Context: an optimization exercise on an open-source flow, tuned for small area. The choices shown serve that exercise and are no tape-out recipe. Where RTL was checked, it was by simulation tests only, not by an equivalence proof against the original. No activity file was given, so power comes from the tool's default toggle rates. No driver is modelled on the clock port, so clocking that relies on it looks cheaper here than on a real chip.

Setup of the baseline:
==> module ow_slave, before the edit <==
module ow_slave (
    input  wire        clk,
    input  wire        rst,
    input  wire        start,       
    input  wire        stop,        
    input  wire [2:0]  fam,         
    input  wire        ow_in,       
    output reg         ow_pull,     
    output wire        active,      
    input  wire [3:0]  rc,          
    input  wire [7:0]  rom_tap,     
    output wire [2:0]  mem_sel,     
    input  wire [7:0]  mem_tap      
);
    localparam [3:0] S_OFF       = 4'd0,
                     S_WAIT_RST  = 4'd1,
                     S_PDH       = 4'd2,
                     S_PDL       = 4'd3,
                     S_RECV_CMD  = 4'd4,
                     S_SEARCH    = 4'd5,
                     S_SEND_ROM  = 4'd6,
                     S_RECV_ADDR = 4'd7,
                     S_SEND_MEM  = 4'd8;
    reg [3:0]  state;
    reg        rom_st;        
    reg        od;
    wire       sf  = (fam == 3'd2) || (fam == 3'd3) || (fam == 3'd4);    
    wire       f96 = (fam == 3'd4);                                      
    wire       f32 = (fam == 3'd2);                                      
    reg        line_q;
    reg        low_act;
    reg [10:0] cnt;           
    reg [6:0]  pb;            
    reg [2:0]  jb;            
    reg [1:0]  phase;         
    reg [7:0]  buf_q;
    assign active = (state != S_OFF);
    wire listening = (state != S_OFF) && (state != S_PDH) && (state != S_PDL);
    wire in_pd     = (state == S_PDH) || (state == S_PDL);
    wire recv_cmd  = (state == S_RECV_CMD);
    wire mem_mode  = (state == S_RECV_ADDR) || (state == S_SEND_MEM);
    wire send_mem  = (state == S_SEND_MEM);
    wire sending   = (state == S_SEND_ROM) || send_mem ||
                     ((state == S_SEARCH) && (phase != 2'd2));
    wire fall = line_q & ~ow_in;
    wire rise = low_act & ow_in;
    wire is_std_rst   = (cnt[10:7] == 4'b1111);                  
    wire is_short_rst = od && (cnt >= 11'd192) && (cnt <= 11'd320);
    wire slot_bit     = od ? (cnt < 11'd8) : (cnt < 11'd60);
    wire ev_slot      = listening && rise && !is_std_rst && !is_short_rst;
    wire ev_reset     = listening && rise && (is_std_rst || is_short_rst);
    wire cur_bit = buf_q[jb];
    wire tx_bit  = ((state == S_SEARCH) && (phase == 2'd1)) ? ~cur_bit : cur_bit;
    wire [6:0] pn  = pb + 7'd1;
    wire [6:0] tgt = recv_cmd ? 7'd0 : pb;
    wire m_cur = (rc[2:0] == tgt[2:0]) && (!mem_mode || (rc[3] == tgt[3]));
    wire m_nxt = (rc[2:0] == pn[2:0])  && (!mem_mode || (rc[3] == pn[3]));
    assign mem_sel = m_cur ? pb[6:4] : pn[6:4];
    wire [7:0] src = mem_mode ? mem_tap : rom_tap;
    wire cons_cur = send_mem && (low_act || fall);    
    wire sending_st = (state == S_SEARCH) || (state == S_SEND_ROM) || send_mem;
    integer j;
    always @(posedge clk) begin
        for (j = 0; j < 8; j = j + 1) begin
            if (sending_st && ((j < jb) || ((j == jb) && cons_cur))) begin
                if (m_nxt) buf_q[j] <= src[j];
            end else begin
                if (m_cur) buf_q[j] <= src[j];
            end
        end
    end
    wire [7:0] cmd_byte = {slot_bit, pb};
    wire c120     = (cnt == 11'd120);
    wire hold_end = od ? (cnt == 11'd16) : c120;
    wire pd_end   = (state == S_PDH) ? c120 : (cnt == 11'd600);
    always @(posedge clk) begin
        line_q <= ow_in;
        if ((fall && !in_pd) || ev_reset)
            cnt <= 11'd1;
        else if (in_pd || (low_act && !ow_in && !is_std_rst))
            cnt <= cnt + 11'd1;
        if (listening) begin
            if (fall)
                low_act <= 1'b1;
            else if (rise)
                low_act <= 1'b0;
        end else begin
            low_act <= 1'b0;
        end
        if (listening && ow_pull) begin
            if (hold_end)
                ow_pull <= 1'b0;
        end else if (listening && fall && sending && !tx_bit) begin
            ow_pull <= 1'b1;
        end
        if (rst) begin
            state   <= S_OFF;
            od      <= 1'b0;
            ow_pull <= 1'b0;
        end else if (stop) begin
            state   <= S_OFF;
            od      <= 1'b0;
            ow_pull <= 1'b0;
            low_act <= 1'b0;
        end else if (start) begin
            state   <= S_WAIT_RST;
            rom_st  <= 1'b0;
            od      <= 1'b0;
            low_act <= 1'b0;
            ow_pull <= 1'b0;
        end else if (ev_reset) begin
            od      <= 1'b0;
            rom_st  <= 1'b0;
            state   <= S_PDH;
            ow_pull <= 1'b0;
        end else begin
            case (state)
                S_PDH: begin
                    if (pd_end) begin
                        state   <= S_PDL;
                        ow_pull <= 1'b1;
                    end
                end
                S_PDL: begin
                    if (pd_end) begin
                        state   <= S_RECV_CMD;
                        ow_pull <= 1'b0;
                        jb      <= 3'd0;
                    end
                end
                S_RECV_CMD: begin
                    if (ev_slot) begin
                        pb <= {slot_bit, pb[6:1]};
                        jb <= jb + 3'd1;
                        if (jb == 3'd7) begin
                            pb    <= 7'd0;
                            phase <= 2'd0;
                            if (sf) begin
                                if (cmd_byte == 8'hF0) begin
                                    state <= rom_st ? S_RECV_ADDR : S_SEARCH;
                                    rom_st <= 1'b1;
                                end else if (cmd_byte == 8'h33 && !rom_st) begin
                                    rom_st <= 1'b1;
                                    state  <= S_SEND_ROM;
                                end else if (cmd_byte == 8'hCC && !rom_st) begin
                                    rom_st <= 1'b1;
                                    state  <= S_RECV_CMD;
                                end else if (cmd_byte == 8'h3C && f96 && !rom_st) begin
                                    rom_st <= 1'b1;
                                    od     <= 1'b1;
                                    state  <= S_RECV_CMD;
                                end else begin
                                    state <= S_WAIT_RST;
                                end
                            end else begin
                                if (cmd_byte == 8'hF0)
                                    state <= S_SEARCH;
                                else if (cmd_byte == 8'h33)
                                    state <= S_SEND_ROM;
                                else
                                    state <= S_WAIT_RST;
                            end
                        end
                    end
                end
                S_SEARCH, S_SEND_ROM: begin
                    if (ev_slot) begin
                        if ((state == S_SEARCH) && (phase != 2'd2)) begin
                            phase <= phase + 2'd1;
                        end else begin
                            phase <= 2'd0;
                            jb    <= jb + 3'd1;
                            if (jb == 3'd7) begin
                                pb <= pn;
                                if (pb[2:0] == 3'd7)
                                    state <= sf ? S_RECV_CMD : S_WAIT_RST;
                            end
                        end
                    end
                end
                S_RECV_ADDR: begin
                    if (ev_slot) begin
                        jb <= jb + 3'd1;
                        if (jb == 3'd7)
                            phase <= 2'd1;
                        if ((phase == 2'd0) && (jb != 3'd7))
                            pb <= {slot_bit, pb[6:1]};
                        else if (slot_bit)
                            rom_st <= 1'b0;
                        if ((phase != 2'd0) && (jb == 3'd7)) begin
                            if (rom_st && !slot_bit && !(f32 && (pb[6:5] != 2'd0)))
                                state <= S_SEND_MEM;
                            else
                                state <= S_WAIT_RST;
                        end
                    end
                end
                S_SEND_MEM: begin
                    if (ev_slot) begin
                        jb <= jb + 3'd1;
                        if (jb == 3'd7) begin
                            pb <= pn;
                            if ((pb[4:0] == 5'd31) && (f32 || (pb[6:5] == 2'd3)))
                                state <= S_WAIT_RST;
                        end
                    end
                end
                default: ;
            endcase
        end
    end
endmodule
export LEC_CHECK = 0
export ABC_AREA = 0
export CAP_MARGIN = 20
export CORE_MARGIN = 2
export CORE_UTILIZATION = 55
export PLACE_DENSITY = 0.7
export SLEW_MARGIN = 20
create_clock -name core_clock -period 10.0 [get_ports {clk}]
standard.sh (not shown) runs the stock make flow with config.mk's settings and CLKGATE_MAP_FILE= SYNTH_SCRIPT=/design/flow/synth_recipe.tcl, a recipe that flattens the netlist after the stock synthesis.
==> flow/flow/run.sh <==
#!/bin/bash
# Layout flow: the standard flow (standard synthesis and ORFS steps, unchanged
# scripts), with two settings passed to ORFS through its own variables:
#  - CTS without dummy loads (the clock tree's balancing cells add area only);
#  - port buffers made of the smallest buffer cell.
# make's output goes to standard.log; each ORFS step keeps its own log in orfs/logs/.
set -euo pipefail
cd "$(dirname "$0")/.."
export CTS_ARGS="-sink_clustering_enable -repair_clock_nets -sink_clustering_size ${CTS_SIZE:-36} -sink_clustering_max_diameter ${CTS_DIAM:-80} -dont_use_dummy_load"
export BUFFER_PORTS_ARGS="-buffer_cell sky130_fd_sc_hd__buf_1"
bash standard.sh > standard.log 2>&1
test -f out/final.def
### the baseline -> the candidate
-- flow/design.v --
<<< the baseline, line 29
    wire       f32 = (fam == 3'd2);                                      
    reg        line_q;
    reg        low_act;
    reg [10:0] cnt;           
    reg [6:0]  pb;            
>>> the candidate, line 29
    wire       f32 = (fam == 3'd2);                                      
    reg        line_q;
    reg [10:0] cnt;           
    reg [6:0]  pb;            
<<< the baseline, line 44
                     ((state == S_SEARCH) && (phase != 2'd2));
    wire fall = line_q & ~ow_in;
    wire rise = low_act & ow_in;
    wire is_std_rst   = (cnt[10:7] == 4'b1111);                  
>>> the candidate, line 43
                     ((state == S_SEARCH) && (phase != 2'd2));
    wire fall = line_q & ~ow_in;
    wire low_act = (cnt != 11'd0);
    wire rise = low_act & ow_in;
    wire is_std_rst   = (cnt[10:7] == 4'b1111);                  
<<< the baseline, line 76
    always @(posedge clk) begin
        line_q <= ow_in;
        if ((fall && !in_pd) || ev_reset)
            cnt <= 11'd1;
        else if (in_pd || (low_act && !ow_in && !is_std_rst))
            cnt <= cnt + 11'd1;
        if (listening) begin
            if (fall)
                low_act <= 1'b1;
            else if (rise)
                low_act <= 1'b0;
        end else begin
            low_act <= 1'b0;
        end
        if (listening && ow_pull) begin
            if (hold_end)
>>> the candidate, line 76
    always @(posedge clk) begin
        line_q <= ow_in;
        if ((fall && listening) || ev_reset)
            cnt <= 11'd1;
        else if (start || (listening && rise) || ((state == S_PDL) && pd_end))
            cnt <= 11'd0;
        else if (in_pd || (listening && low_act && !ow_in && !is_std_rst))
            cnt <= cnt + 11'd1;
        if (listening && ow_pull) begin
            if (hold_end)
<<< the baseline, line 102
            od      <= 1'b0;
            ow_pull <= 1'b0;
            low_act <= 1'b0;
        end else if (start) begin
            state   <= S_WAIT_RST;
            rom_st  <= 1'b0;
            od      <= 1'b0;
            low_act <= 1'b0;
            ow_pull <= 1'b0;
        end else if (ev_reset) begin
>>> the candidate, line 96
            od      <= 1'b0;
            ow_pull <= 1'b0;
        end else if (start) begin
            state   <= S_WAIT_RST;
            rom_st  <= 1'b0;
            od      <= 1'b0;
            ow_pull <= 1'b0;
        end else if (ev_reset) begin
[summary]
[compare] base=the baseline new=the candidate: mean post-synth cell area now larger; total global-route track usage went up 0.34 points. A largest family of logic cells by synthesized area of multiplexers is what the candidate shows, while simple AND/OR/NAND/NOR gates belongs to the baseline. In the candidate the horizontal die dimension turned out about 0.7% higher than in the baseline. In the flow results for the baseline and the candidate, the switching power of the nets is larger on the baseline. The candidate ended up with a lower count of plain and timing-repair buffers than the baseline did. Going from the baseline to the candidate, area after synthesis grew slightly. Compared with the baseline, final weighted congestion of routability-driven global placement in the candidate decreased slightly. For source-to-sink clock delay at the later pin of the worst-skew pair, the baseline and the candidate come out practically identical. In the metrics for the baseline and the candidate, the one carrying the higher detailed-route wire length is the candidate. The candidate improves on the baseline in total power. The candidate vs the baseline: fraction of final layout cells sized beyond drive strength 1 up in the candidate. Taking the baseline as the reference, in the candidate sequential share of layout area now sits lower, number of vias in the routed layout now sits lower, final cell count lost 19.
Function not checked in the candidate: the RTL went through the layout flow alone.

-- static timing again, ports no longer ideal --
The flow's constraints put no driver on any port. The routed layouts listed below were extracted and timed again, unchanged, in two steps. Step 1: set_driving_cell puts a clkbuf_16 on clk and a buf_2 on each other input, an assumption about the parent block. Step 2 moves the port delays by t, midway between the first and last clock arrival at a register: inputs arrive t later, outputs are due t later. That takes back most of the time a late clock gives input paths. a / b / c = no drivers / after step 1 / after step 2; a / b = the first two.
run | t, ns | setup WS [ns] | hold slack, ns | latest minus earliest clock arrival (ns) | slew at the worst register clock pin (ns)
the baseline | 0.630 | 4.136 / 4.113 / 4.074 | 0.270 / 0.270 / 0.270 | 0.082 / 0.082 | 0.12 / 0.12
the candidate | 0.620 | 3.916 / 3.891 / 3.891 | 0.269 / 0.269 / 0.269 | 0.089 / 0.088 | 0.12 / 0.12
After both steps every run listed still meets setup and hold. For the baseline, which loses most, drivers alone change the setup slack by -0.023 ns; drivers and shift together by -0.062 ns.
